This is an optimization exercise on Yosys and OpenROAD, whose aim is a short achievable clock period and few clock cycles, not a production implementation.
The RTL was checked by simulation tests, not by an equivalence proof against the original design.
Power figures rest on the tool's default switching activity, not on a simulated workload.

--- design/flow/design.v ---
module pcodec (
  input  wire        clk,
  input  wire        rst,
  input  wire        start,
  input  wire [7:0]  op,
  input  wire [19:0] a_len,
  input  wire [19:0] out_cap,
  output wire        busy,
  output reg         done,
  output reg         fatal,
  output reg  [3:0]  err,
  output reg  [19:0] err_off,
  output reg  [19:0] out_len,
  output wire        in_re,
  output wire [19:0] in_addr,
  input  wire [7:0]  in_rdata,
  output reg         out_we,
  output reg  [19:0] out_addr,
  output reg  [7:0]  out_wdata
);
  localparam [7:0] OP_COMPRESS   = 8'h01;
  localparam [7:0] OP_DECOMPRESS = 8'h02;
  localparam [3:0] E_UNK_TYPE     = 4'd3;
  localparam [3:0] E_UNK_OPCODE   = 4'd4;
  localparam [3:0] E_TRUNC_STREAM = 4'd5;
  localparam [3:0] E_TRUNC_INSTR  = 4'd6;
  localparam [3:0] E_CAPACITY     = 4'd7;
  localparam [3:0] E_BAD_CMD      = 4'd8;
  reg        busy_r;
  reg        m_comp;       
  reg        m_dec;        
  reg [19:0] cap;
  reg        fin_pend;     
  reg        fin_fatal;
  reg [3:0]  fin_err;
  reg [19:0] fin_off;
  reg        rd_stop;      
  assign busy = busy_r;
  wire go = start & ~busy_r;
  reg        in_re_r;
  reg [19:0] rd_addr;
  reg [19:0] rd_left;      
  reg        rd_more;      
  reg        rd_zero;      
  reg        rdv;          
  reg        r_v;          
  reg [7:0]  r_byte;
  reg [4:0]  occ;          
  assign in_re   = in_re_r;
  assign in_addr = rd_addr;
  reg [127:0] fb;          
  reg [15:0]  fe;          
  reg [15:0]  fr;          
  reg [15:0]  vld;         
  reg [7:0]   lastb;
  reg [7:0]   lastd;
  reg [3:0]   streak;      
  wire [7:0] b0 = fb[7:0];
  wire [7:0] b1 = fb[15:8];
  wire all_in = rd_zero & ~rdv & ~r_v;
  wire pop;                 
  wire pop2;                
  reg        w1_we;
  reg [20:0] w1_addr;
  reg [7:0]  w1_data;
  localparam [1:0] P_ANCH = 2'd0, P_CAND = 2'd1, P_RUN = 2'd2, P_BRK = 2'd3;
  reg [1:0]  pst;
  reg        c_end;        
  reg [20:0] opos;         
  reg        dopen;        
  reg [20:0] hdr_pos;      
  reg [15:0] dlen;
  reg        dfull;        
  reg        hval;         
  reg        hw_on;        
  reg [1:0]  hw_k;
  reg [20:0] cpos;         
  reg [15:0] rcnt;         
  reg [7:0]  rstart;
  reg [7:0]  rdelta;
  reg [8:0]  kk;           
  reg [20:0] opos3;        
  reg [20:0] hp1, hp2;
  reg [20:0] cp1, cp2, cp3, cp4, cp5, cp6, cp7;
  localparam [3:0] D_H0 = 4'd0, D_H1 = 4'd1, D_H2 = 4'd2, D_DATA = 4'd3,
                   D_T = 4'd4, D_S = 4'd5, D_CL = 4'd6, D_CH = 4'd7, D_D = 4'd8,
                   D_END = 4'd9, D_ERR = 4'd10;
  reg [3:0]  dst;
  reg [20:0] dleft;        
  reg [20:0] dleft1;       
  reg        dl0;          
  reg        dllt3;        
  reg [19:0] dpos;         
  reg [19:0] hpos;         
  reg        stype;
  reg [7:0]  llo;
  reg [15:0] srem;         
  reg        srem1;        
  reg        srem5;        
  reg        sremlt5;      
  reg [7:0]  i_val;
  reg [7:0]  i_clo;
  reg [7:0]  i_chi;
  reg [3:0]  perr;
  reg [19:0] perr_off;
  reg [7:0]  qv [0:7];
  reg [7:0]  qd [0:7];
  reg [15:0] qc [0:7];
  reg [2:0]  qh, qt;
  reg [3:0]  qn;
  reg        cur_v;
  reg [7:0]  cur_val;
  reg [7:0]  cur_del;
  reg [15:0] cur_cnt;
  reg        cur_last;
  reg [19:0] o;
  reg [19:0] capleft;
  reg        capz;
  wire c_short = |(vld[11:2] & ~fe[11:2]);
  wire c_seen  = (pst == P_ANCH) ? (vld[11] | c_short) :
                 (pst == P_CAND) ? vld[1] :
                 (pst == P_RUN)  ? vld[2] : 1'b1;
  wire c_ready = m_comp & ~c_end & ~hw_on & vld[0] & (c_seen | all_in);
  wire c_code  = vld[11] & fr[11];
  wire rlim1   = (rcnt == 16'd65534);
  wire rlim2   = (rcnt == 16'd65533);
  wire rnear   = (rcnt[15:4] == 12'hFFF);
  wire r_cont1 = vld[1] & fe[1] & ~rlim1;
  wire r_cont2 = vld[2] & fe[2] & ~rlim1 & ~rlim2;
  wire r_two   = vld[3] & fe[3] & fe[2] & fe[1] & ~rnear & ~(|kk);
  wire c_lit   = (pst != P_RUN) & ~((pst == P_ANCH) & c_code);
  wire c_split = c_lit & dopen & dfull;
  wire c_take  = c_ready & ~c_split;
  wire c_take2 = c_take & (pst == P_RUN) & r_two;
  wire [15:0] rcnt1 = rcnt + 16'd1;
  wire [7:0]  rcnt2 = rcnt[7:0] + 8'd2;
  wire q_room  = ~qn[3];
  wire d_need  = (dst == D_DATA) | (dst == D_D);    
  wire d_pop   = m_dec & vld[0] & (dst <= D_D) & ~(dst == D_H0 & dllt3) &
                 (~d_need | q_room);
  wire [15:0] hl = {b0, llo};
  wire h_trunc = (dleft1[20:16] == 5'd0) && (hl > dleft1[15:0]);
  wire [15:0] icnt = {i_chi, i_clo};
  wire push_lit = d_pop & (dst == D_DATA);
  wire push_run = d_pop & (dst == D_D) & (icnt != 16'd0);
  wire push_it  = push_lit | push_run;
  assign pop  = c_take | d_pop;
  assign pop2 = c_take2;
  wire e_capfail = cur_v & capz;
  wire e_emit    = cur_v & ~capz;
  wire e_need    = ~cur_v | cur_last;
  wire e_pop     = e_need & (qn != 4'd0);
  wire e_byp     = e_need & (qn == 4'd0) & push_it;    
  wire d_fin     = m_dec & ~cur_v & (qn == 4'd0) & ((dst == D_END) | (dst == D_ERR));
  wire [7:0] r_d = r_byte - lastb;
  wire       r_e = (r_d == lastd);
  wire       r_f = r_e & (streak >= 4'd9);
  integer i;
  always @(posedge clk) begin
    if (rst) begin
      busy_r   <= 1'b0;
      m_comp   <= 1'b0;
      m_dec    <= 1'b0;
      done     <= 1'b0;
      fatal    <= 1'b0;
      err      <= 4'd0;
      err_off  <= 20'd0;
      out_len  <= 20'd0;
      out_we   <= 1'b0;
      fin_pend <= 1'b0;
      in_re_r  <= 1'b0;
      rdv      <= 1'b0;
      r_v      <= 1'b0;
      w1_we    <= 1'b0;
      vld      <= 16'd0;
      occ      <= 5'd0;
      rd_left  <= 20'd0;
      rd_more  <= 1'b0;
      rd_zero  <= 1'b1;
      rd_stop  <= 1'b1;
      hw_on    <= 1'b0;
    end else begin
      out_we    <= w1_we & (w1_addr < {1'b0, cap});
      out_addr  <= w1_addr[19:0];
      out_wdata <= w1_data;
      w1_we     <= 1'b0;
      rdv    <= in_re_r & ~go;
      r_v    <= rdv & ~go;
      r_byte <= in_rdata;
      if (in_re_r) begin
        rd_addr <= rd_addr + 20'd1;
        rd_left <= rd_left - 20'd1;
        rd_more <= (rd_left > 20'd2);
        rd_zero <= ~rd_more;
      end
      in_re_r <= ~rd_stop & ~e_capfail & (in_re_r ? rd_more : ~rd_zero) &
                 (({1'b0, occ} + {5'd0, in_re_r}) <= 6'd15);
      occ <= occ + {4'd0, in_re_r} - {4'd0, pop} - {4'd0, pop2};
      for (i = 0; i < 16; i = i + 1) begin
        if (pop2) begin
          if (i < 14 && vld[i+2]) begin
            fb[i*8 +: 8] <= fb[(i+2)*8 +: 8];
            fe[i] <= fe[i+2];
            fr[i] <= fr[i+2];
          end else begin
            fb[i*8 +: 8] <= r_byte;
            fe[i] <= r_e;
            fr[i] <= r_f;
          end
        end else if (pop) begin
          if (i < 15 && vld[i+1]) begin
            fb[i*8 +: 8] <= fb[(i+1)*8 +: 8];
            fe[i] <= fe[i+1];
            fr[i] <= fr[i+1];
          end else begin
            fb[i*8 +: 8] <= r_byte;
            fe[i] <= r_e;
            fr[i] <= r_f;
          end
        end else if (!vld[i]) begin
          fb[i*8 +: 8] <= r_byte;
          fe[i] <= r_e;
          fr[i] <= r_f;
        end
      end
      case ({pop2, pop, r_v})
        3'b110: vld <= {2'b0, vld[15:2]};
        3'b111: vld <= {1'b0, vld[15:1]};
        3'b010: vld <= {1'b0, vld[15:1]};
        3'b001: vld <= {vld[14:0], 1'b1};
        default: ;
      endcase
      if (r_v) begin
        lastb  <= r_byte;
        lastd  <= r_d;
        streak <= !r_e ? 4'd0 : (streak >= 4'd10) ? 4'd10 : streak + 4'd1;
      end
      hp1 <= hdr_pos + 21'd1;
      hp2 <= hdr_pos + 21'd2;
      cp1 <= cpos + 21'd1;
      cp2 <= cpos + 21'd2;
      cp3 <= cpos + 21'd3;
      cp4 <= cpos + 21'd4;
      cp5 <= cpos + 21'd5;
      cp6 <= cpos + 21'd6;
      cp7 <= cpos + 21'd7;
      if (fin_pend) begin
        fin_pend <= 1'b0;
        busy_r   <= 1'b0;
        m_comp   <= 1'b0;
        m_dec    <= 1'b0;
        done     <= 1'b1;
        fatal    <= fin_fatal;
        err      <= fin_err;
        err_off  <= fin_off;
        if (m_comp) begin
          if (opos > {1'b0, cap}) begin
            fatal   <= 1'b1;
            err     <= E_CAPACITY;
            err_off <= 20'd0;
            out_len <= 20'd0;
          end else
            out_len <= opos[19:0];
        end else
          out_len <= fin_fatal ? 20'd0 : o;
      end
      if (c_take) begin
        case (pst)
          P_ANCH: begin
            if (c_code) begin
              pst    <= P_RUN;
              rcnt   <= 16'd1;
              kk     <= 9'b000000010;
              rstart <= b0;
              rdelta <= b1 - b0;
              cpos   <= opos;
              opos   <= opos + 21'd8;
              opos3  <= opos3 + 21'd8;
              hval   <= dopen;
              dopen  <= 1'b0;
              if (dopen) begin
                w1_we   <= 1'b1;
                w1_addr <= hdr_pos;
                w1_data <= 8'h00;
              end
            end else
              pst <= P_CAND;
          end
          P_CAND: pst <= (vld[1] & fe[1]) ? P_CAND : P_ANCH;
          P_BRK:  pst <= P_ANCH;
          default: begin   
            rcnt  <= c_take2 ? rcnt + 16'd2 : rcnt1;
            kk    <= {kk[7:0], 1'b0};
            if (!r_cont1) pst <= vld[1] ? P_BRK : P_ANCH;
            if (kk[1] && hval) begin
              w1_we <= 1'b1; w1_addr <= hp1; w1_data <= dlen[7:0];
            end
            if (kk[2] && hval) begin
              w1_we <= 1'b1; w1_addr <= hp2; w1_data <= dlen[15:8];
            end
            if (kk[3]) begin
              w1_we <= 1'b1; w1_addr <= cpos; w1_data <= 8'h01;
            end
            if (kk[4]) begin
              w1_we <= 1'b1; w1_addr <= cp1; w1_data <= 8'h05;
            end
            if (kk[5]) begin
              w1_we <= 1'b1; w1_addr <= cp2; w1_data <= 8'h00;
            end
            if (kk[6]) begin
              w1_we <= 1'b1; w1_addr <= cp3; w1_data <= 8'h00;
            end
            if (kk[7]) begin
              w1_we <= 1'b1; w1_addr <= cp4; w1_data <= rstart;
            end
            if (kk[8]) begin
              w1_we <= 1'b1; w1_addr <= cp7; w1_data <= rdelta;
            end
            if (r_cont1 && !r_cont2) begin
              w1_we <= 1'b1; w1_addr <= cp5; w1_data <= rcnt2;
            end
            if (!r_cont1) begin
              w1_we <= 1'b1; w1_addr <= cp6; w1_data <= rcnt1[15:8];
            end
          end
        endcase
        if (c_lit) begin
          w1_we   <= 1'b1;
          w1_data <= b0;
          if (!dopen) begin
            w1_addr <= opos3;
            hdr_pos <= opos;
            dopen   <= 1'b1;
            dlen    <= 16'd1;
            dfull   <= 1'b0;
            opos    <= opos + 21'd4;
            opos3   <= opos3 + 21'd4;
          end else begin
            w1_addr <= opos;
            dlen    <= dlen + 16'd1;
            dfull   <= (dlen == 16'd65534);
            opos    <= opos + 21'd1;
            opos3   <= opos3 + 21'd1;
          end
        end
      end
      if (m_comp && !c_end && !hw_on &&
          ((dopen && c_ready && c_split) || (dopen && !vld[0] && all_in) ||
           (c_take && c_lit && !vld[1] && all_in))) begin
        hw_on <= 1'b1;
        hw_k  <= 2'd0;
      end
      if (m_comp && hw_on) begin
        w1_we   <= 1'b1;
        w1_addr <= (hw_k == 2'd0) ? hdr_pos : (hw_k == 2'd1) ? hp1 : hp2;
        w1_data <= (hw_k == 2'd0) ? 8'h00 : (hw_k == 2'd1) ? dlen[7:0] : dlen[15:8];
        hw_k    <= hw_k + 2'd1;
        if (hw_k == 2'd2) begin
          hw_on <= 1'b0;
          dopen <= 1'b0;
        end
      end
      if (m_comp && !c_end && !hw_on && !dopen && !vld[0] && all_in) begin
        c_end     <= 1'b1;
        fin_pend  <= 1'b1;
        fin_fatal <= 1'b0;
        fin_err   <= 4'd0;
        fin_off   <= 20'd0;
        rd_stop   <= 1'b1;
      end
      if (m_dec && dst == D_H0 && (dllt3 || dl0)) begin
        if (dl0)
          dst <= D_END;
        else begin
          dst <= D_ERR; perr <= E_TRUNC_STREAM; perr_off <= dpos;
          rd_stop <= 1'b1;
        end
      end
      if (d_pop) begin
        dpos  <= dpos + 20'd1;
        dleft  <= dleft1;
        dleft1 <= dleft1 - 21'd1;
        dl0   <= (dleft == 21'd1);
        dllt3 <= (dleft < 21'd4);
        case (dst)
          D_H0: begin
            hpos  <= dpos;
            stype <= b0[0];
            if (b0 > 8'd1) begin
              dst <= D_ERR; perr <= E_UNK_TYPE; perr_off <= dpos;
              rd_stop <= 1'b1;
            end else
              dst <= D_H1;
          end
          D_H1: begin
            llo <= b0;
            dst <= D_H2;
          end
          D_H2: begin
            srem    <= hl;
            srem1   <= (hl == 16'd1);
            srem5   <= (hl == 16'd5);
            sremlt5 <= (hl < 16'd5);
            if (h_trunc) begin
              dst <= D_ERR; perr <= E_TRUNC_STREAM; perr_off <= hpos;
              rd_stop <= 1'b1;
            end else if (hl == 16'd0)
              dst <= D_H0;
            else
              dst <= stype ? D_T : D_DATA;
          end
          D_DATA: begin
            srem    <= srem - 16'd1;
            srem1   <= (srem == 16'd2);
            srem5   <= (srem == 16'd6);
            sremlt5 <= (srem < 16'd6);
            if (srem1) dst <= D_H0;
          end
          D_T: begin
            if (b0 != 8'd0) begin
              dst <= D_ERR; perr <= E_UNK_OPCODE; perr_off <= dpos;
              rd_stop <= 1'b1;
            end else if (sremlt5) begin
              dst <= D_ERR; perr <= E_TRUNC_INSTR; perr_off <= dpos;
              rd_stop <= 1'b1;
            end else
              dst <= D_S;
          end
          D_S:  begin i_val <= b0; dst <= D_CL; end
          D_CL: begin i_clo <= b0; dst <= D_CH; end
          D_CH: begin i_chi <= b0; dst <= D_D;  end
          default: begin  
            srem    <= srem - 16'd5;
            srem1   <= (srem == 16'd6);
            srem5   <= (srem == 16'd10);
            sremlt5 <= (srem < 16'd10);
            dst     <= srem5 ? D_H0 : D_T;
          end
        endcase
      end
      if (push_it && !e_byp) begin
        qv[qt] <= push_lit ? b0 : i_val;
        qd[qt] <= push_lit ? 8'd0 : b0;
        qc[qt] <= push_lit ? 16'd1 : icnt;
        qt     <= qt + 3'd1;
      end
      if (e_pop) qh <= qh + 3'd1;
      qn <= qn + {3'd0, push_it & ~e_byp} - {3'd0, e_pop};
      if (m_dec) begin
        out_we    <= e_emit;
        out_addr  <= o;
        out_wdata <= cur_val;
        if (e_emit) begin
          o        <= o + 20'd1;
          capleft  <= capleft - 20'd1;
          capz     <= (capleft == 20'd1);
          cur_val  <= cur_val + cur_del;
          cur_cnt  <= cur_cnt - 16'd1;
          cur_last <= (cur_cnt == 16'd2);
        end
        if (e_need) begin
          cur_v <= e_pop | e_byp;
          if (e_pop) begin
            cur_val  <= qv[qh];
            cur_del  <= qd[qh];
            cur_cnt  <= qc[qh];
            cur_last <= (qc[qh] == 16'd1);
          end else begin
            cur_val  <= push_lit ? b0 : i_val;
            cur_del  <= push_lit ? 8'd0 : b0;
            cur_cnt  <= push_lit ? 16'd1 : icnt;
            cur_last <= push_lit | (icnt == 16'd1);
          end
        end
        if (e_capfail || d_fin) begin
          busy_r  <= 1'b0;
          m_dec   <= 1'b0;
          done    <= 1'b1;
          rd_stop <= 1'b1;
          out_we  <= 1'b0;
          if (e_capfail) begin
            fatal   <= 1'b1;
            err     <= E_CAPACITY;
            err_off <= 20'd0;
            out_len <= 20'd0;
          end else if (dst == D_ERR) begin
            fatal   <= 1'b1;
            err     <= perr;
            err_off <= perr_off;
            out_len <= 20'd0;
          end else
            out_len <= o;
        end
      end
      if (go) begin
        done     <= 1'b0;
        fatal    <= 1'b0;
        err      <= 4'd0;
        err_off  <= 20'd0;
        out_len  <= 20'd0;
        cap      <= out_cap;
        rd_addr  <= 20'd0;
        rd_left  <= a_len;
        rd_more  <= (a_len > 20'd1);
        rd_zero  <= (a_len == 20'd0);
        in_re_r  <= 1'b0;
        rd_stop  <= 1'b1;
        occ      <= 5'd0;
        vld      <= 16'd0;
        streak   <= 4'd0;
        c_end    <= 1'b0;
        pst      <= P_ANCH;
        opos     <= 21'd0;
        opos3    <= 21'd3;
        dopen    <= 1'b0;
        dlen     <= 16'd0;
        dfull    <= 1'b0;
        hw_on    <= 1'b0;
        hdr_pos  <= 21'd0;
        dst      <= D_H0;
        dleft    <= {1'b0, a_len};
        dleft1   <= {1'b0, a_len} - 21'd1;
        dl0      <= (a_len == 20'd0);
        dllt3    <= (a_len < 20'd3);
        dpos     <= 20'd0;
        perr     <= 4'd0;
        perr_off <= 20'd0;
        qh       <= 3'd0;
        qt       <= 3'd0;
        qn       <= 4'd0;
        cur_v    <= 1'b0;
        o        <= 20'd0;
        capleft  <= out_cap;
        capz     <= (out_cap == 20'd0);
        if (op == OP_COMPRESS) begin
          busy_r  <= 1'b1;
          m_comp  <= 1'b1;
          rd_stop <= 1'b0;
          in_re_r <= (a_len != 20'd0);
          if (a_len == 20'd0) begin
            dopen <= 1'b1;
            opos  <= 21'd3;
            opos3 <= 21'd6;
          end
        end else if (op == OP_DECOMPRESS) begin
          busy_r  <= 1'b1;
          m_dec   <= 1'b1;
          rd_stop <= 1'b0;
          in_re_r <= (a_len != 20'd0);
        end else begin
          done  <= 1'b1;
          fatal <= 1'b1;
          err   <= E_BAD_CMD;
        end
      end
    end
  end
endmodule
--- design/flow/flow/run.sh ---
#!/bin/bash
set -euo pipefail
bash standard.sh SETUP_SLACK_MARGIN=7 finish > standard.log 2>&1
--- design/flow/standard.sh ---
#!/bin/bash
# synth_recipe.tcl (not shown) runs the flow's synth.tcl, then flattens the netlist and writes it again
# the make line also repeats each setting of config.mk as NAME=value (left out here)
make -C /OpenROAD-flow-scripts/flow DESIGN_CONFIG=/design/flow/config.mk WORK_HOME=/design/flow/orfs CLKGATE_MAP_FILE= SYNTH_SCRIPT=/design/flow/synth_recipe.tcl "${@:-finish}"
--- design/flow/config.mk ---
export PLATFORM = sky130hd
export DESIGN_NAME = pcodec
export DESIGN_NICKNAME = pcodec
export VERILOG_FILES = /design/flow/design.v
export SDC_FILE = /design/flow/constraint.sdc
export NUM_CORES = 4
export LEC_CHECK = 0
export ABC_CLOCK_PERIOD_IN_PS = 3000
export CAP_MARGIN = 20
export CORE_MARGIN = 2
export CORE_UTILIZATION = 40
export SETUP_SLACK_MARGIN = 5
export SLEW_MARGIN = 20
--- design/flow/constraint.sdc ---
create_clock -name core_clock -period 10.0 [get_ports {clk}]
set_input_delay 2.0000 -clock core_clock [delete_from_list [all_inputs] [get_ports {clk}]]
set_output_delay 2.0000 -clock core_clock [all_outputs]
set_load 0.01 [all_outputs]
==> PnR_summary.wiki, run 1 <==
{| class="wikitable"
! Metric !! Value
|-
| Worst Setup Slack, final || 6.51 ns
|-
| Hold Path Class || register to register
|-
| Distinct cell type count after synthesis || 94
|-
| Placed wire-length estimate after detailed placement || 114 mm
|-
| Number of vias per cell || 5.90
|-
| Total of buffers placed on input and output ports || 155
|-
| Number of iterations in the first detailed-routing pass || 6
|-
| Final routed wirelength across all metal layers || 197 mm
|-
| Transition time at the pin with the least slew margin || 1.20 ns
|-
| Max layer used || met5
|-
| Sort of element at the start of the critical path || register
|-
| Global Route Usage Sum || 0.239
|-
| Met3 routed WL || 15.4 mm
|-
| Critical path destination || out_wdata[2]
|-
| Top flip-flop cell by instance count after synthesis || sky130_fd_sc_hd__edfxtp_1
|-
| Floorplan die area || 159000 sq um
|-
| Die Span Y || 398 um
|-
| Max_slew headroom || 0.201
|-
| Largest driver fanout on the critical path || 1
|-
| Width of the die || 398 um
|-
| CTS Root Buffer Type || sky130_fd_sc_hd__clkbuf_16
|-
| Longest Clk Path Bufs || 3
|-
| Antenna violations before repair || 13
|-
| Worst-path cell with the longest stage delay || sky130_fd_sc_hd__edfxtp_1
|-
| Detailed-route wire length on metal 1 || 81.9 mm
|-
| Clock Skews || 0.0343 ns
|-
| RePlAce Congestion || 0.872
|-
| Setup CP Type || register to output port
|-
| Most used cells in the layout excluding fill and tap cells || 1107 x sky130_fd_sc_hd__edfxtp_1, 458 x sky130_fd_sc_hd__nor2_1, 414 x sky130_fd_sc_hd__nand2_1
|-
| Critical Path, Cell by Cell || buf_2
|-
| Number of standard cells in the final layout excluding fillers || 7893
|-
| Leakage dissipation || 0.0264 uW
|-
| Share of final-layout standard cells stronger than drive strength 1 || 0.202
|-
| Met2 Routed Length || 91.4 mm
|-
| Setup total negative slack || 0 ns
|-
| EDFF count, synth || 1107
|-
| Aggregate global routing overflow || 0
|-
| Max rail drop VDD || 0.000159 V
|-
| Largest net degree at the start of global routing || 90
|-
| F_max || 287 MHz
|-
| Run status || complete, no violations
|-
| Placed Cells || 7310
|-
| Register-to-register setup slack || 6.58 ns
|-
| Fraction of synthesis flops using an asynchronous set or reset pin || 0
|-
| Number of synthesized register bits || 1210
|-
| Layout net count || 5944
|-
| Final min period || 3.49 ns
|-
| Max-slew violation count || 0
|-
| Portion of the post-synthesis area used by sequential elements || 0.568
|-
| # H-tree levels || 4
|-
| Clock tree from TritonCTS || yes
|-
| Starting Density || 0.403
|-
| Count of final setup violators || 0
|-
| Combined buffer and inverter count along the critical path || 1
|-
| CP delay by family, top || flip-flops
|-
| Wire length of the first global-routing pass || 287 mm
|-
| Data arrival at the endpoint of the critical path || 1.49 ns
|-
| Path length in cells of the critical path || 1
|-
| First DRT Iteration DRCs || 5154
|-
| Reg-to-reg critical path startpoint || pst[0]
|-
| Worst r2r dst || occ[3]
|-
| Total number of vias || 46500
|-
| Number of remaining DRC errors || 0
|-
| Areal power density over the cells || 153 nW/um^2
|-
| CTS Sinks || 1210
|-
| Worst skew pair latency || 0.80 ns
|-
| Number of cells traversed by the worst register-to-register path || 16
|-
| Average routed wire per standard cell || 25.0 um
|-
| RSZ-0062 raised after global routing || true
|-
| Endpoint kind of the worst setup timing path || output port
|-
| Number of routed nets with antenna violations || 0
|-
| CTS buffer count || 134
|-
| Average footprint of a synthesized cell || 11.6 sq um
|-
| Gate count of the mapped netlist || 5377
|-
| Signed area change from the synthesized netlist to the final layout || 22.4%
|-
| Final count of hold timing violations || 0
|-
| Count of maximum capacitance violations || 0
|-
| Via count of the first global-routing pass || 44500
|-
| # IOs || 156
|-
| Clock transition time at the flip-flop clock pins of the worst setup and hold paths || 0.06 ns
|-
| Summed instance area of the synthesized netlist || 62200 sq um
|-
| CP startpoint || out_wdata[2]
|-
| Area inside the core boundary || 154000 sq um
|-
| Most common library cell in the layout ignoring fill and taps || sky130_fd_sc_hd__edfxtp_1
|-
| Ratio of final minimum period to clock period || 0.349
|-
| Utilization after layout || 0.493
|-
| Largest stage delay, worst path || 0.50 ns
|-
| Data required time of the worst path || 8.00 ns
|-
| Number of warnings issued by yosys || 13
|-
| Synth Net Count || 5580
|-
| Pre-CTS setup slack || 4.13 ns
|-
| Standard-cell row count || 144
|}
-- cell families after synthesis --
logic type      synth area share
fa+ha+maj                 0.0297
xor+xnor                  0.0553
buf+inv                   0.0333
mux                       0.0694
compound gates             0.125
simple gates               0.119
flops                      0.568
-- power by group --
| part | internal, uW | total (uW) | switching, uW |
|---|---|---|---|
| clock | 2730 | 4820 | 2090 |
| sequential | 5670 | 5790 | 123 |
| combinational | 419 | 1010 | 595 |
| total | 8810 | 11600 | 2810 |
-- cell type report --
class                           count  area [sq um]
Fill cell                       13500         78100
Sequential cell                  1210         35400
Multi-Input combinational cell   3661         26800
Timing Repair Buffer              572          6430
Clock buffer                      186          3830
Tap cell                         2044          2560
Inverter                          156           621
Clock inverter                     53           362
Timing Repair inverter              6          48.8
Antenna cell                        5          12.5
-- cell usage after synthesis (103+ instances only) --
cell	count	share of area
sky130_fd_sc_hd__nand2_1	432	0.026
sky130_fd_sc_hd__xnor2_1	212	0.030
sky130_fd_sc_hd__nand3_1	130	0.010
sky130_fd_sc_hd__clkbuf_1	255	0.015
sky130_fd_sc_hd__xor2_1	178	0.025
sky130_fd_sc_hd__ha_1	138	0.028
sky130_fd_sc_hd__a21oi_1	254	0.020
sky130_fd_sc_hd__mux2i_1	240	0.039
sky130_fd_sc_hd__inv_1	154	0.0093
sky130_fd_sc_hd__nor2_1	484	0.029
sky130_fd_sc_hd__o21ai_0	389	0.031
sky130_fd_sc_hd__edfxtp_1	1107	0.53
sky130_fd_sc_hd__dfxtp_1	103	0.033
-- registers in the layout, summed over array words and instances, names as in the netlist, 64 cells and up, named ones only --
register	cells
fb	128
qc	128
qd	64
qv	64
-- worst min-delay path by stage --
| stage | startpoint | end | slack, ns | depth (start not counted) |
|---|---|---|---|---|
| finish | rdv | r_v | 0.49 | 1 |
| CTS | rdv | r_v | 0.49 | 1 |
| global route | rdv | r_v | 0.51 | 1 |
| floorplan | r_byte[0] | lastb[0] | 0.42 | 0 |
| global placement | rdv | r_v | 0.47 | 1 |
| detailed placement | rdv | r_v | 0.48 | 1 |
-- per-layer routing --
metal | track usage | vias to the layer above
li1 | - | 20900
met1 | 0.327 | 23200
met2 | 0.374 | 2016
met3 | 0.0409 | 407
met4 | 0.100 | 6
met5 | 0 | -
-- what timing repair did --
| action | in CTS | in global routing |
|---|---|---|
| setup buffers | 194 | 79 |
| resized for setup | 897 | 309 |
| hold buffers | 0 | 0 |
| pin swaps | 67 | 94 |
| setup endpoints to repair | 1659 | 908 |
| gates cloned | 43 | 23 |
-- metrics by stage --
| step | power, uW | cell area (sq um) | hold slack, ns |
|---|---|---|---|
| 6_report | 11600 | 76100 | 0.490 |
| 2_1_floorplan | 6450 | 62500 | 0.424 |
| 5_1_grt | 12000 | 76100 | 0.513 |
| 4_1_cts | 11600 | 73900 | 0.493 |
| 3_5_place_dp | 6740 | 65800 | 0.478 |
| 3_3_place_gp | 6730 | 65800 | 0.469 |
Testbench counts, summed over its fixed seeds: cycles 131,191.
==> run 2: changes to the inputs <==
--- a/design/flow/design.v
+++ b/design/flow/design.v
@@ -153,4 +153,12 @@
   wire e_byp     = e_need & (qn == 4'd0) & push_it;    
   wire d_fin     = m_dec & ~cur_v & (qn == 4'd0) & ((dst == D_END) | (dst == D_ERR));
+  wire [4:0] occ_m0 = occ + {4'd0, in_re_r};
+  wire [4:0] occ_m1 = occ_m0 - 5'd1;
+  wire [4:0] occ_m2 = occ_m0 - 5'd2;
+  always @(posedge clk) begin
+    out_addr  <= m_dec ? o : w1_addr[19:0];
+    out_wdata <= m_dec ? cur_val : w1_data;
+    rd_addr   <= go ? 20'd0 : rd_addr + {19'd0, in_re_r};
+  end
   wire [7:0] r_d = r_byte - lastb;
   wire       r_e = (r_d == lastd);
@@ -182,6 +190,4 @@
     end else begin
       out_we    <= w1_we & (w1_addr < {1'b0, cap});
-      out_addr  <= w1_addr[19:0];
-      out_wdata <= w1_data;
       w1_we     <= 1'b0;
       rdv    <= in_re_r & ~go;
@@ -189,5 +195,4 @@
       r_byte <= in_rdata;
       if (in_re_r) begin
-        rd_addr <= rd_addr + 20'd1;
         rd_left <= rd_left - 20'd1;
         rd_more <= (rd_left > 20'd2);
@@ -196,5 +201,5 @@
       in_re_r <= ~rd_stop & ~e_capfail & (in_re_r ? rd_more : ~rd_zero) &
                  (({1'b0, occ} + {5'd0, in_re_r}) <= 6'd15);
-      occ <= occ + {4'd0, in_re_r} - {4'd0, pop} - {4'd0, pop2};
+      occ <= pop2 ? occ_m2 : pop ? occ_m1 : occ_m0;
       for (i = 0; i < 16; i = i + 1) begin
         if (pop2) begin
@@ -449,6 +454,4 @@
       if (m_dec) begin
         out_we    <= e_emit;
-        out_addr  <= o;
-        out_wdata <= cur_val;
         if (e_emit) begin
           o        <= o + 20'd1;
@@ -500,5 +503,4 @@
         out_len  <= 20'd0;
         cap      <= out_cap;
-        rd_addr  <= 20'd0;
         rd_left  <= a_len;
         rd_more  <= (a_len > 20'd1);
==> run 2 against run 1 <==
Critical path type is now register to register. Fmax rose by 5.2%. Die area decreased by 1.2%. Final area fell by 2.5%. Wire length decreased by 2.3%. Via count shrank 1.0%. Core utilization decreased by 0.61 points. Flip-flop and latch count unchanged. Non-clock buffer count is 65 lower. Final cell count down 0.62%. Largest power group unchanged. Synthesized cell count grew 0.56%. Sequential power down 1%.
==> PnR_summary.wiki, run 2 <==
{| class="wikitable"
! Metric !! Value
|-
| Synth top cells by count || 1059 x sky130_fd_sc_hd__edfxtp_1, 612 x sky130_fd_sc_hd__nand2_1, 415 x sky130_fd_sc_hd__nor2_1
|-
| Layout net count || 5898
|-
| CTS Root Buffer Type || sky130_fd_sc_hd__clkbuf_16
|-
| Final-layout fill cell count || 13400
|-
| Summed instance area of the synthesized netlist || 61400 sq um
|-
| Run status || complete, no violations
|-
| Aggregate global routing overflow || 0
|-
| RSZ-0062 raised after global routing || true
|-
| CTS Sinks || 1210
|-
| Number of iterations in the first detailed-routing pass || 6
|-
| Ratio of final minimum period to clock period || 0.331
|-
| Most used cells in the layout excluding fill and tap cells || 1059 x sky130_fd_sc_hd__edfxtp_1, 600 x sky130_fd_sc_hd__nand2_1, 385 x sky130_fd_sc_hd__nor2_1
|-
| Clock tree from TritonCTS || yes
|-
| Count leader, synth || sky130_fd_sc_hd__edfxtp_1
|-
| Clock Skews || 0.0444 ns
|-
| Hold Path Class || register to register
|-
| Worst hold path endpoint || out_wdata[7]
|-
| Total number of vias || 46100
|-
| Utilization after layout || 0.487
|-
| Global Route Usage Sum || 0.237
|-
| Data arrival at the endpoint of the critical path || 3.94 ns
|-
| Worst slack on hold paths || 0.480 ns
|-
| Worst r2r dst || fe[2]
|-
| Number of remaining DRC errors || 0
|-
| Antenna violations before repair || 13
|-
| Count of maximum capacitance violations || 0
|-
| Max rail drop VDD || 0.000158 V
|-
| Most common library cell in the layout ignoring fill and taps || sky130_fd_sc_hd__edfxtp_1
|-
| Max-slew violation count || 0
|-
| Number of vias per cell || 5.87
|-
| Average footprint of a synthesized cell || 11.4 sq um
|-
| Area inside the core boundary || 152000 sq um
|-
| Longest Clk Path Bufs || 3
|-
| Signed area change from the synthesized netlist to the final layout || 20.8%
|-
| Areal power density over the cells || 157 nW/um^2
|-
| Floorplan die area || 157000 sq um
|-
| Number of cells traversed by the worst register-to-register path || 11
|-
| CTS buffer count || 137
|-
| Register-to-register setup slack || 6.69 ns
|-
| Gate count of the mapped netlist || 5407
|-
| Leakage dissipation || 0.0260 uW
|-
| RePlAce Congestion || 0.856
|-
| Wire length of the first global-routing pass || 284 mm
|-
| Max_slew headroom || 0.277
|-
| Worst skew pair latency || 0.79 ns
|-
| # hold bufs at CTS || 0
|-
| Number of synthesized register bits || 1210
|-
| Top flip-flop cell by instance count after synthesis || sky130_fd_sc_hd__edfxtp_1
|-
| Final count of hold timing violations || 0
|-
| Number of routed nets with antenna violations || 0
|-
| Count of final setup violators || 0
|-
| Data required time of the worst path || 10.62 ns
|-
| # IOs || 156
|-
| Synth Net Count || 5605
|-
| Fraction of synthesis flops using an asynchronous set or reset pin || 0
|-
| Reg-to-reg critical path startpoint || r_byte[0]
|-
| Final routed wirelength across all metal layers || 193 mm
|-
| Most area-hungry cell type in the Yosys netlist || sky130_fd_sc_hd__edfxtp_1
|-
| Min-Delay Path Depth || 1
|-
| Pre-CTS setup slack || 4.98 ns
|-
| Via count of the first global-routing pass || 44100
|-
| # H-tree levels || 4
|-
| EDFF count, synth || 1059
|-
| Synth top area share || 0.518
|-
| Top Registers || fb (128), qc (128)
|-
| Number of standard cells in the final layout excluding fillers || 7844
|-
| Largest net degree at the start of global routing || 96
|-
| Number of warnings issued by yosys || 13
|-
| Width of the die || 396 um
|-
| First DRT Iteration DRCs || 4883
|-
| Setup total negative slack || 0 ns
|-
| Placed wire-length estimate after detailed placement || 116 mm
|-
| Clock transition time at the flip-flop clock pins of the worst setup and hold paths || 0.06 ns
|-
| Portion of the post-synthesis area used by sequential elements || 0.567
|-
| Die Span Y || 396 um
|-
| Setup CP Type || register to register
|-
| Distinct cell type count after synthesis || 92
|-
| Total of buffers placed on input and output ports || 155
|-
| Final min period || 3.31 ns
|-
| Starting Density || 0.403
|-
| Placed Cells || 7323
|-
| Startpoint of the tightest hold check path || w1_data[7]
|-
| Standard-cell row count || 143
|-
| Worst Setup Slack, final || 6.69 ns
|-
| Transition time at the pin with the least slew margin || 1.08 ns
|-
| Average routed wire per standard cell || 24.5 um
|-
| Sort of element at the start of the critical path || register
|-
| F_max || 302 MHz
|-
| Endpoint kind of the worst setup timing path || register
|-
| Largest driver fanout on the critical path || 3
|-
| Share of final-layout standard cells stronger than drive strength 1 || 0.195
|-
| Ranking of synthesized cells by area || sky130_fd_sc_hd__edfxtp_1 52%, sky130_fd_sc_hd__dfxtp_1 4.9%, sky130_fd_sc_hd__nand2_1 3.7%, sky130_fd_sc_hd__mux2i_1 3.0%, sky130_fd_sc_hd__xor2_1 2.9%
|}
==> run 2: cell count changes in the layout (fill, tap and decap cells not counted), sizes merged, moves of 24 or more <==
cell	change
a21o	+26
xor2	+24
edfxtp	-48
a211oi	-31
a21oi	+59
mux2i	-55
buf	-52
dfxtp	+48
nor2	-67
nand2	+174
o22ai	+29
o21ai	-53
==> run 2: report_power, final <==
| part | leakage (uW) | switching, uW | total (uW) | internal, uW |
|---|---|---|---|---|
| logic | 0.0127 | 570 | 974 | 404 |
| clock network | 0.00214 | 2160 | 4940 | 2770 |
| registers | 0.0112 | 102 | 5730 | 5630 |
| total | 0.0260 | 2840 | 11600 | 8810 |
==> run 2: metrics by stage <==
step	power, uW	area (sq um)
finish	11600	74200
global route	12000	74200
CTS	11700	72600
detailed placement	6680	65000
global placement	6660	65000
floorplan	6390	61600
==> run 2: how the worst max path moves through the flow <==
| stage | startpoint | endpoint | slack (ns) | cells past startpoint |
|---|---|---|---|---|
| floorplan | rst | cpos[0] | 5.32 | 5 |
| global placement | start | perr_off[13] | 4.99 | 8 |
| detailed placement | start | perr_off[13] | 4.98 | 8 |
| CTS | err[3] | err[3] | 6.67 | 1 |
| global route | r_byte[0] | fe[2] | 6.59 | 11 |
| finish | r_byte[0] | fe[2] | 6.69 | 11 |
==> run 2: cell families (layout without fill, tap and decap cells) <==
family,Yosys count,count (layout),share of synthesized area
flip-flops,1210,1210,0.567
other,0,4,0
AND/OR/NAND/NOR,1641,1652,0.123
XOR/XNOR,396,397,0.0567
buffers and inverters,506,893,0.0330
adder cells (fa/ha/maj),139,139,0.0288
multiplexers,310,311,0.0649
AO/OA/AOI/OAI,1205,1208,0.126
==> run 2: routing by layer <==
metal / track usage / routed length (um) / vias to the layer above
met5: 0 / 29 / -
met1: 0.334 / 81700 / 22900
li1: - / - / 20700
met4: 0.0684 / 4720 / 4
met3: 0.0418 / 16600 / 322
met2: 0.374 / 89500 / 2081
==> run 2: critical path, cell delays in order, from the launching register on <==
cell and delay (ns):
sky130_fd_sc_hd__edfxtp_1 0.44, sky130_fd_sc_hd__inv_2 0.12, sky130_fd_sc_hd__ha_4 0.14, sky130_fd_sc_hd__inv_2 0.03, sky130_fd_sc_hd__fa_2 0.55, sky130_fd_sc_hd__xnor2_2 0.12
sky130_fd_sc_hd__nand4_1 0.10, sky130_fd_sc_hd__a2111o_1 0.40, sky130_fd_sc_hd__nor4_4 0.44, sky130_fd_sc_hd__or3b_4 0.47, sky130_fd_sc_hd__a211o_1 0.27, sky130_fd_sc_hd__o211ai_1 0.08
==> run 2: area by class of cell <==
cell class	instances	area, sq um	area share
Sequential cell	1210	35000	0.472
Multi-Input combinational cell	3707	26000	0.351
Timing Repair Buffer	507	5650	0.0762
Clock buffer	180	3700	0.0499
Tap cell	2030	2540	0.0342
Clock inverter	69	686	0.00924
Inverter	134	532	0.00717
Timing Repair inverter	3	26.3	0.000354
Antenna cell	4	10.0	0.000135
==> run 2: repair_timing <==
action / 4_1_cts / 5_1_grt
setup buffers: 147 / 67
endpoints found under the setup margin: 1560 / 779
gates resized for setup: 927 / 202
pin swaps: 64 / 81
gates cloned: 38 / 16
Testbench counts of run 2, summed over its fixed seeds: cycles 131,191.
==> run 3: changes to the inputs <==
--- a/design/flow/design.v
+++ b/design/flow/design.v
@@ -46,4 +46,6 @@
   reg        r_v;          
   reg [7:0]  r_byte;
+  reg [7:0]  r_dif;        
+  reg [7:0]  pb;           
   reg [4:0]  occ;          
   assign in_re   = in_re_r;
@@ -53,5 +55,4 @@
   reg [15:0]  fr;          
   reg [15:0]  vld;         
-  reg [7:0]   lastb;
   reg [7:0]   lastd;
   reg [3:0]   streak;      
@@ -81,6 +82,6 @@
   reg [8:0]  kk;           
   reg [20:0] opos3;        
-  reg [20:0] hp1, hp2;
-  reg [20:0] cp1, cp2, cp3, cp4, cp5, cp6, cp7;
+  reg [20:0] sa;
+  reg [20:0] cp5, cp6;
   localparam [3:0] D_H0 = 4'd0, D_H1 = 4'd1, D_H2 = 4'd2, D_DATA = 4'd3,
                    D_T = 4'd4, D_S = 4'd5, D_CL = 4'd6, D_CH = 4'd7, D_D = 4'd8,
@@ -89,4 +90,5 @@
   reg [20:0] dleft;        
   reg [20:0] dleft1;       
+  reg        d_init;       
   reg        dl0;          
   reg        dllt3;        
@@ -157,9 +159,21 @@
   wire [4:0] occ_m2 = occ_m0 - 5'd2;
   always @(posedge clk) begin
+    cp5 <= cpos + 21'd5;
+    cp6 <= cpos + 21'd6;
+    if (c_take && pst == P_ANCH)
+      sa <= hdr_pos + 21'd1;
+    else if (hw_on && hw_k == 2'd0)
+      sa <= hdr_pos + 21'd1;
+    else if (kk[2])
+      sa <= cpos;
+    else if (kk[7])
+      sa <= sa + 21'd3;
+    else
+      sa <= sa + 21'd1;
     out_addr  <= m_dec ? o : w1_addr[19:0];
     out_wdata <= m_dec ? cur_val : w1_data;
     rd_addr   <= go ? 20'd0 : rd_addr + {19'd0, in_re_r};
   end
-  wire [7:0] r_d = r_byte - lastb;
+  wire [7:0] r_d = r_dif;
   wire       r_e = (r_d == lastd);
   wire       r_f = r_e & (streak >= 4'd9);
@@ -194,4 +208,6 @@
       r_v    <= rdv & ~go;
       r_byte <= in_rdata;
+      r_dif  <= in_rdata - pb;
+      if (rdv) pb <= in_rdata;
       if (in_re_r) begin
         rd_left <= rd_left - 20'd1;
@@ -237,17 +253,7 @@
       endcase
       if (r_v) begin
-        lastb  <= r_byte;
         lastd  <= r_d;
         streak <= !r_e ? 4'd0 : (streak >= 4'd10) ? 4'd10 : streak + 4'd1;
       end
-      hp1 <= hdr_pos + 21'd1;
-      hp2 <= hdr_pos + 21'd2;
-      cp1 <= cpos + 21'd1;
-      cp2 <= cpos + 21'd2;
-      cp3 <= cpos + 21'd3;
-      cp4 <= cpos + 21'd4;
-      cp5 <= cpos + 21'd5;
-      cp6 <= cpos + 21'd6;
-      cp7 <= cpos + 21'd7;
       if (fin_pend) begin
         fin_pend <= 1'b0;
@@ -299,26 +305,26 @@
             if (!r_cont1) pst <= vld[1] ? P_BRK : P_ANCH;
             if (kk[1] && hval) begin
-              w1_we <= 1'b1; w1_addr <= hp1; w1_data <= dlen[7:0];
+              w1_we <= 1'b1; w1_addr <= sa; w1_data <= dlen[7:0];
             end
             if (kk[2] && hval) begin
-              w1_we <= 1'b1; w1_addr <= hp2; w1_data <= dlen[15:8];
+              w1_we <= 1'b1; w1_addr <= sa; w1_data <= dlen[15:8];
             end
             if (kk[3]) begin
-              w1_we <= 1'b1; w1_addr <= cpos; w1_data <= 8'h01;
+              w1_we <= 1'b1; w1_addr <= sa; w1_data <= 8'h01;
             end
             if (kk[4]) begin
-              w1_we <= 1'b1; w1_addr <= cp1; w1_data <= 8'h05;
+              w1_we <= 1'b1; w1_addr <= sa; w1_data <= 8'h05;
             end
             if (kk[5]) begin
-              w1_we <= 1'b1; w1_addr <= cp2; w1_data <= 8'h00;
+              w1_we <= 1'b1; w1_addr <= sa; w1_data <= 8'h00;
             end
             if (kk[6]) begin
-              w1_we <= 1'b1; w1_addr <= cp3; w1_data <= 8'h00;
+              w1_we <= 1'b1; w1_addr <= sa; w1_data <= 8'h00;
             end
             if (kk[7]) begin
-              w1_we <= 1'b1; w1_addr <= cp4; w1_data <= rstart;
+              w1_we <= 1'b1; w1_addr <= sa; w1_data <= rstart;
             end
             if (kk[8]) begin
-              w1_we <= 1'b1; w1_addr <= cp7; w1_data <= rdelta;
+              w1_we <= 1'b1; w1_addr <= sa; w1_data <= rdelta;
             end
             if (r_cont1 && !r_cont2) begin
@@ -358,5 +364,5 @@
       if (m_comp && hw_on) begin
         w1_we   <= 1'b1;
-        w1_addr <= (hw_k == 2'd0) ? hdr_pos : (hw_k == 2'd1) ? hp1 : hp2;
+        w1_addr <= (hw_k == 2'd0) ? hdr_pos : sa;
         w1_data <= (hw_k == 2'd0) ? 8'h00 : (hw_k == 2'd1) ? dlen[7:0] : dlen[15:8];
         hw_k    <= hw_k + 2'd1;
@@ -382,4 +388,8 @@
         end
       end
+      if (d_init) begin
+        d_init <= 1'b0;
+        dleft1 <= dleft - 21'd1;
+      end
       if (d_pop) begin
         dpos  <= dpos + 20'd1;
@@ -522,5 +532,5 @@
         dst      <= D_H0;
         dleft    <= {1'b0, a_len};
-        dleft1   <= {1'b0, a_len} - 21'd1;
+        d_init   <= 1'b1;
         dl0      <= (a_len == 20'd0);
         dllt3    <= (a_len < 20'd3);
--- a/design/flow/config.mk
+++ b/design/flow/config.mk
@@ -9,5 +9,5 @@
 export CAP_MARGIN = 20
 export CORE_MARGIN = 2
-export CORE_UTILIZATION = 40
+export CORE_UTILIZATION = 55
 export SETUP_SLACK_MARGIN = 5
 export SLEW_MARGIN = 20
==> run 3 against run 2 <==
Area after synthesis shrank 11%. Highest routed layer unchanged. Worst setup slack improved by 0.0031 ns. Critical endpoint is now in_re. Sequential share of layout area grew 0.55 points. Largest cell class unchanged. Sequential power fell by 9.6%.
==> PnR_summary.wiki, run 3 <==
{| class="wikitable"
! Metric !! Value
|-
| Synth top cells by count || 887 x sky130_fd_sc_hd__edfxtp_1, 425 x sky130_fd_sc_hd__nor2_1, 415 x sky130_fd_sc_hd__nand2_1
|-
| Floorplan die area || 102000 sq um
|-
| Ratio of final minimum period to clock period || 0.331
|-
| Clock tree from TritonCTS || yes
|-
| Number of standard cells in the final layout excluding fillers || 6414
|-
| Placed Cells || 5986
|-
| Count of final setup violators || 0
|-
| Data arrival at the endpoint of the critical path || 1.31 ns
|-
| Top Registers || fb (128), qc (128)
|-
| Simple-gate portion of the synthesized area || 0.127
|-
| Area inside the core boundary || 98300 sq um
|-
| Global Route Usage Sum || 0.308
|-
| Aggregate global routing overflow || 0
|-
| Transition time at the pin with the least slew margin || 0.990 ns
|-
| Die Span Y || 319 um
|-
| Most used cells in the layout excluding fill and tap cells || 887 x sky130_fd_sc_hd__edfxtp_1, 411 x sky130_fd_sc_hd__nor2_1, 400 x sky130_fd_sc_hd__nand2_1
|-
| Sort of element at the start of the critical path || register
|-
| Share of final-layout standard cells stronger than drive strength 1 || 0.188
|-
| Sequential group share of total power || 0.481
|-
| Summed instance area of the synthesized netlist || 54500 sq um
|-
| Portion of total power attributed to the clock network || 0.442
|-
| Number of routed nets with antenna violations || 0
|-
| Most area-hungry cell type in the Yosys netlist || sky130_fd_sc_hd__edfxtp_1
|-
| Distinct cell type count after synthesis || 89
|-
| Final min period || 3.31 ns
|-
| CTS buffer count || 116
|-
| Max-slew violation count || 0
|-
| Final routed wirelength across all metal layers || 161 mm
|-
| Internal Pwr Total || 8310 uW
|-
| CP delay by family, top || flip-flops
|-
| Setup CP Type || register to output port
|-
| Largest stage delay, worst path || 0.36 ns
|-
| Clock Skews || 0.0221 ns
|-
| Largest family of logic cells by synthesized area || simple AND/OR/NAND/NOR gates
|-
| Number of iterations in the first detailed-routing pass || 6
|-
| Antenna violations before repair || 5
|-
| Run status || complete, no violations
|-
| Fraction of synthesis flops using an asynchronous set or reset pin || 0
|-
| Hold Path Class || register to register
|-
| Data required time of the worst path || 8.00 ns
|-
| Endpoint kind of the worst setup timing path || output port
|-
| Layout net count || 5216
|-
| Number of synthesized register bits || 1101
|-
| Max rail drop VDD || 0.000140 V
|-
| Placed wire-length estimate after detailed placement || 96.5 mm
|-
| Clock transition time at the flip-flop clock pins of the worst setup and hold paths || 0.06 ns
|-
| Detailed-route wire length on metal 1 || 70.2 mm
|-
| Average routed wire per standard cell || 25.1 um
|-
| Total of buffers placed on input and output ports || 155
|-
| # H-tree levels || 3
|-
| Signed area change from the synthesized netlist to the final layout || 19.5%
|-
| Number of remaining DRC errors || 0
|-
| CTS Root Buffer Type || sky130_fd_sc_hd__clkbuf_16
|-
| F_max || 302 MHz
|-
| Standard-cell row count || 115
|-
| Gate count of the mapped netlist || 4751
|-
| RSZ-0062 raised after global routing || true
|-
| Switching Share || 0.228
|-
| Width of the die || 319 um
|-
| Total number of vias || 39900
|-
| RePlAce Congestion || 0.901
|-
| Starting Density || 0.554
|-
| Wire length of the first global-routing pass || 241 mm
|-
| Worst skew pair latency || 0.71 ns
|-
| Leakage dissipation || 0.0230 uW
|-
| # IOs || 156
|-
| Longest Clk Path Bufs || 3
|-
| Most common library cell in the layout ignoring fill and taps || sky130_fd_sc_hd__edfxtp_1
|-
| Number of warnings issued by yosys || 13
|-
| Worst-path cell with the longest stage delay || sky130_fd_sc_hd__dfxtp_4
|-
| Share of cell area taken by muxes after synthesis || 0.0731
|-
| Count leader, synth || sky130_fd_sc_hd__edfxtp_1
|-
| Setup total negative slack || 0 ns
|-
| Final count of hold timing violations || 0
|-
| Average footprint of a synthesized cell || 11.5 sq um
|-
| # hold bufs at CTS || 0
|-
| Max_slew headroom || 0.333
|-
| Top flip-flop cell by instance count after synthesis || sky130_fd_sc_hd__edfxtp_1
|-
| Combined buffer and inverter count along the critical path || 2
|-
| Combinational fraction of design power || 0.077
|-
| Ranking of synthesized cells by area || sky130_fd_sc_hd__edfxtp_1 49%, sky130_fd_sc_hd__dfxtp_1 7.9%, sky130_fd_sc_hd__mux2i_1 3.7%, sky130_fd_sc_hd__ha_1 2.9%, sky130_fd_sc_hd__nor2_1 2.9%
|-
| Met3 routed WL || 13.1 mm
|-
| Met2 Routed Length || 74.0 mm
|-
| Worst slack on hold paths || 0.469 ns
|-
| Area fraction in compound gates after synthesis || 0.120
|-
| Largest driver fanout on the critical path || 2
|-
| Synth Net Count || 4943
|-
| Power dissipated by switching net loads || 2460 uW
|-
| Number of vias per cell || 6.23
|-
| Largest net degree at the start of global routing || 149
|-
| Critical Path, Cell by Cell || buf_12 -> buf_6
|-
| Areal power density over the cells || 165 nW/um^2
|-
| Adder-cell area share of the yosys netlist || 0.0312
|-
| Xor and xnor area share after synthesis || 0.0503
|-
| First DRT Iteration DRCs || 4717
|-
| Via count of the first global-routing pass || 38200
|-
| Count of maximum capacitance violations || 0
|-
| Synth top area share || 0.489
|-
| Max layer used || met5
|-
| Portion of the post-synthesis area used by sequential elements || 0.568
|-
| EDFF count, synth || 887
|-
| CTS Sinks || 1101
|}
-- run 3: cell types whose count changed after synthesis, moves of 24 or more --
cell,change
sky130_fd_sc_hd__nand2_1,-197
sky130_fd_sc_hd__edfxtp_1,-172
sky130_fd_sc_hd__a21oi_1,-68
sky130_fd_sc_hd__dfxtp_1,+63
sky130_fd_sc_hd__clkbuf_1,-47
sky130_fd_sc_hd__xor2_1,-42
sky130_fd_sc_hd__o311ai_0,-41
sky130_fd_sc_hd__xnor2_1,-40
sky130_fd_sc_hd__a22oi_1,-38
sky130_fd_sc_hd__o21ai_0,-37
sky130_fd_sc_hd__buf_1,-24
-- run 3: path summary, 6_finish.rpt --
path	startpoint	end	slack, ns	depth (start not counted)
max	in_re_r	in_re	6.69	2
min	r_dif[0]	lastd[0]	0.47	0
max reg2reg	dst[1]	qn[3]	6.81	14
min reg2reg	r_dif[0]	lastd[0]	0.47	0
-- run 3: kinds of logic after synthesis --
family / after synthesis
AO/OA/AOI/OAI: 1016
XOR/XNOR: 313
adder cells (fa/ha/maj): 133
buffers and inverters: 421
flip-flops: 1101
multiplexers: 312
AND/OR/NAND/NOR: 1455
-- run 3: metal layers --
metal / track usage / vias up
li1: - / 18300
met1: 0.448 / 19800
met2: 0.484 / 1594
met3: 0.0505 / 247
met4: 0.0795 / 2
met5: 0 / -
-- run 3: cell type report --
cell class	count	area, sq um
inverters	132	543
repair buffers	424	4570
flip-flops and latches	1101	31100
multi-input cells	3245	23000
diodes	1	2.50
fillers	7517	33200
repair inverters	4	30.0
clock buffers	159	3290
well taps	1287	1610
clock inverters	61	931
-- run 3: repair_timing --
action / CTS / global route
gates cloned: 24 / 15
buffers inserted: 112 / 56
endpoints found under the setup margin: 1296 / 470
pin swaps: 53 / 24
gates resized for setup: 802 / 97
-- run 3: power groups by stage --
stage,clock [uW],sequential (uW),combinational (uW)
global route,5000,5190,903
global placement,0,5280,712
finish,4760,5180,827
detailed placement,0,5280,724
CTS,4820,5180,795
floorplan,0,5220,544
-- run 3: metrics by stage --
| step | util | area [sq um] | worst slack [ns] | total power, uW |
|---|---|---|---|---|
| final | 0.662 | 65100 | 6.69 | 10800 |
| after global routing | 0.662 | 65100 | 6.65 | 11100 |
| after CTS | 0.650 | 63900 | 6.65 | 10800 |
| after detailed placement | 0.586 | 57600 | 4.87 | 6010 |
| after global placement | 0.586 | 57600 | 4.93 | 6000 |
| after floorplan | - | 55100 | 6.05 | 5760 |
Testbench counts of run 3, summed over its fixed seeds: cycles 131,191.
==> run 4: changes to the inputs <==
--- a/design/flow/config.mk
+++ b/design/flow/config.mk
@@ -9,5 +9,5 @@
 export CAP_MARGIN = 20
 export CORE_MARGIN = 2
-export CORE_UTILIZATION = 55
+export CORE_UTILIZATION = 40
 export SETUP_SLACK_MARGIN = 5
 export SLEW_MARGIN = 20
==> run 4 against run 3 <==
Global-route usage shrank 8.6 points. Highest routed layer is now met4. Sequential power barely moved. Clock skew rose by 0.040 ns. Synthesized cell count unchanged. Final cell count rose by 7.9%. Die area grew 37%. Largest power group unchanged. Still clean on timing, DRC and antenna. Core utilization down 18 points.
==> PnR_summary.wiki, run 4 <==
{| class="wikitable"
! Metric !! Value
|-
| Share of final-layout standard cells stronger than drive strength 1 || 0.181
|-
| Average footprint of a synthesized cell || 11.5 sq um
|-
| Area inside the core boundary || 135000 sq um
|-
| Total of buffers placed on input and output ports || 155
|-
| Largest net degree at the start of global routing || 84
|-
| Number of routed nets with antenna violations || 0
|-
| Setup total negative slack || 0 ns
|-
| Top Registers || fb (128), qc (128)
|-
| Count of maximum capacitance violations || 0
|-
| Layout net count || 5226
|-
| Run status || complete, no violations
|-
| Worst skew pair latency || 0.77 ns
|-
| Average routed wire per standard cell || 23.4 um
|-
| Count of final setup violators || 0
|-
| F_max || 295 MHz
|-
| Max rail drop VDD || 0.000153 V
|-
| # IOs || 156
|-
| Number of synthesized register bits || 1101
|-
| Most common library cell in the layout ignoring fill and taps || sky130_fd_sc_hd__edfxtp_1
|-
| EDFF count, synth || 887
|-
| Count leader, synth || sky130_fd_sc_hd__edfxtp_1
|-
| Number of remaining DRC errors || 0
|-
| Leakage dissipation || 0.0229 uW
|-
| Areal power density over the cells || 159 nW/um^2
|-
| Number of cells traversed by the worst register-to-register path || 11
|-
| # H-tree levels || 3
|-
| Placed wire-length estimate after detailed placement || 96.6 mm
|-
| Signed area change from the synthesized netlist to the final layout || 20.1%
|-
| Clock transition time at the flip-flop clock pins of the worst setup and hold paths || 0.06 ns
|-
| Hold Path Class || register to register
|-
| Antenna violations before repair || 5
|-
| Setup CP Type || register to output port
|-
| Ranking of synthesized cells by area || sky130_fd_sc_hd__edfxtp_1 49%, sky130_fd_sc_hd__dfxtp_1 7.9%, sky130_fd_sc_hd__mux2i_1 3.7%, sky130_fd_sc_hd__ha_1 2.9%, sky130_fd_sc_hd__nor2_1 2.9%
|-
| Clock Skews || 0.0619 ns
|-
| RSZ-0062 raised after global routing || true
|-
| Distinct cell type count after synthesis || 89
|-
| Floorplan die area || 139000 sq um
|-
| Largest driver fanout on the critical path || 2
|-
| Final-layout fill cell count || 12000
|-
| Summed instance area of the synthesized netlist || 54500 sq um
|-
| Number of warnings issued by yosys || 13
|-
| Final count of hold timing violations || 0
|-
| Standard-cell row count || 135
|-
| Clock tree from TritonCTS || yes
|-
| Global Route Usage Sum || 0.222
|-
| Width of the die || 373 um
|-
| Via count of the first global-routing pass || 38400
|-
| Number of iterations in the first detailed-routing pass || 8
|-
| Most area-hungry cell type in the Yosys netlist || sky130_fd_sc_hd__edfxtp_1
|-
| CTS buffer count || 120
|-
| Synth Net Count || 4943
|-
| Die Span Y || 373 um
|-
| Final min period || 3.38 ns
|-
| Portion of the post-synthesis area used by sequential elements || 0.568
|-
| Utilization after layout || 0.484
|-
| Synth top area share || 0.489
|-
| # hold bufs at CTS || 0
|-
| Wire length of the first global-routing pass || 240 mm
|-
| First DRT Iteration DRCs || 4121
|-
| Longest Clk Path Bufs || 3
|-
| Worst slack on hold paths || 0.478 ns
|-
| Min-Delay Path Depth || 0
|-
| Data required time of the worst path || 8.00 ns
|-
| Ratio of final minimum period to clock period || 0.338
|-
| Total number of vias || 40000
|-
| Max_slew headroom || 0.272
|-
| CTS Root Buffer Type || sky130_fd_sc_hd__clkbuf_16
|-
| Starting Density || 0.403
|-
| Final routed wirelength across all metal layers || 162 mm
|-
| CTS Sinks || 1101
|-
| Fraction of synthesis flops using an asynchronous set or reset pin || 0
|-
| Most used cells in the layout excluding fill and tap cells || 887 x sky130_fd_sc_hd__edfxtp_1, 411 x sky130_fd_sc_hd__nor2_1, 403 x sky130_fd_sc_hd__nand2_1
|-
| Synth top cells by count || 887 x sky130_fd_sc_hd__edfxtp_1, 425 x sky130_fd_sc_hd__nor2_1, 415 x sky130_fd_sc_hd__nand2_1
|-
| RePlAce Congestion || 0.879
|-
| Number of vias per cell || 5.78
|-
| Transition time at the pin with the least slew margin || 1.08 ns
|-
| Max-slew violation count || 0
|-
| Sort of element at the start of the critical path || register
|-
| Overall power of the completed layout || 10400 uW
|-
| Top flip-flop cell by instance count after synthesis || sky130_fd_sc_hd__edfxtp_1
|-
| Endpoint kind of the worst setup timing path || output port
|-
| Aggregate global routing overflow || 0
|-
| Data arrival at the endpoint of the critical path || 1.38 ns
|-
| Gate count of the mapped netlist || 4751
|}
run 4: cell families (layout without fill, tap and decap cells):
group	count (synthesis)	in the layout	synth area share
buffers and inverters	421	789	0.0309
multiplexers	312	312	0.0731
AO/OA/AOI/OAI	1016	1023	0.120
flip-flops	1101	1101	0.568
AND/OR/NAND/NOR	1455	1466	0.127
other	0	1	0
adder cells (fa/ha/maj)	133	133	0.0312
XOR/XNOR	313	313	0.0503
run 4: critical path: stages, from the launching register on:
cell,delay (ns)
sky130_fd_sc_hd__dfxtp_4,0.36
sky130_fd_sc_hd__buf_12,0.14
sky130_fd_sc_hd__buf_6,0.11
run 4: metrics by stage:
stage / cell area, sq um / cells / setup slack (ns)
after floorplan: 55100 / 4751 / 6.05
after global placement: 58200 / 6483 / 4.52
after detailed placement: 58200 / 6483 / 4.50
after CTS: 64300 / 6848 / 6.58
after global routing: 65400 / 6919 / 6.57
final: 65400 / 6919 / 6.62
run 4: layer usage:
layer | vias up | global-route usage | routed length, um
met5 | - | 0 | 0
met4 | 0 | 0.0719 | 4890
met3 | 268 | 0.0402 | 12700
met2 | 1543 | 0.350 | 73700
met1 | 19900 | 0.309 | 70400
li1 | 18300 | - | -
run 4: path summary, 6_finish.rpt:
path                                from           end  slack [ns]
worst min register to register  r_dif[5]      lastd[5]        0.48
worst min-delay path            r_dif[5]      lastd[5]        0.48
worst max register to register    dst[0]  perr_off[19]        6.80
worst max-delay path             in_re_r         in_re        6.62
run 4: repair_timing:
action / 4_1_cts / 5_1_grt
pin swaps: 47 / 29
setup endpoints to repair: 1352 / 782
setup buffers: 106 / 50
gates cloned: 34 / 20
gates resized for setup: 778 / 125
hold endpoints to repair: 0 / 0
run 4: layout make-up:
class	instances	area, sq um	share of cell area
Tap cell	1781	2230	0.0340
Timing Repair inverter	6	47.5	0.000726
Inverter	132	543	0.00830
Clock buffer	167	3280	0.0501
Sequential cell	1101	31100	0.475
Antenna cell	1	2.50	0.0000382
Clock inverter	58	547	0.00835
Multi-Input combinational cell	3247	22900	0.350
Timing Repair Buffer	426	4820	0.0737
run 4: where the power goes:
group	switching (uW)	internal (uW)
clock network	1900	2470
registers	110	5070
logic	484	351
total	2490	7890

==> port drivers added, routing unchanged <==
No port has a modelled driver above. Below, the same layouts with a new extraction and two added sets of constraints. Step 1 assumes that a clkbuf_16 drives the clock port and a buf_2 every other input. Step 2 times the ports against the registers' clock, not the clock port: input delays grow and output delays shrink by t, the midpoint of the rising clock arrivals with the driver on. Three values: ideal ports, drivers, drivers and shift; two values: the first two.
| run | t, ns | setup WS [ns] | clock arrival spread, ns | pins driven straight from the clock port |
|---|---|---|---|---|
| run 1 | 0.863 | 6.513 / 6.431 / 6.030 | 0.035 / 0.035 | 1 |
| run 2 | 0.857 | 6.685 / 6.634 / 5.946 | 0.054 / 0.054 | 1 |
| run 3 | 0.778 | 6.688 / 6.611 / 6.123 | 0.027 / 0.027 | 1 |
| run 4 | 0.824 | 6.615 / 6.534 / 6.120 | 0.063 / 0.062 | 1 |
After both steps setup and hold are still met in every run listed. For run 2, which loses most, drivers alone change the setup slack by -0.051 ns; drivers and shift together by -0.739 ns.
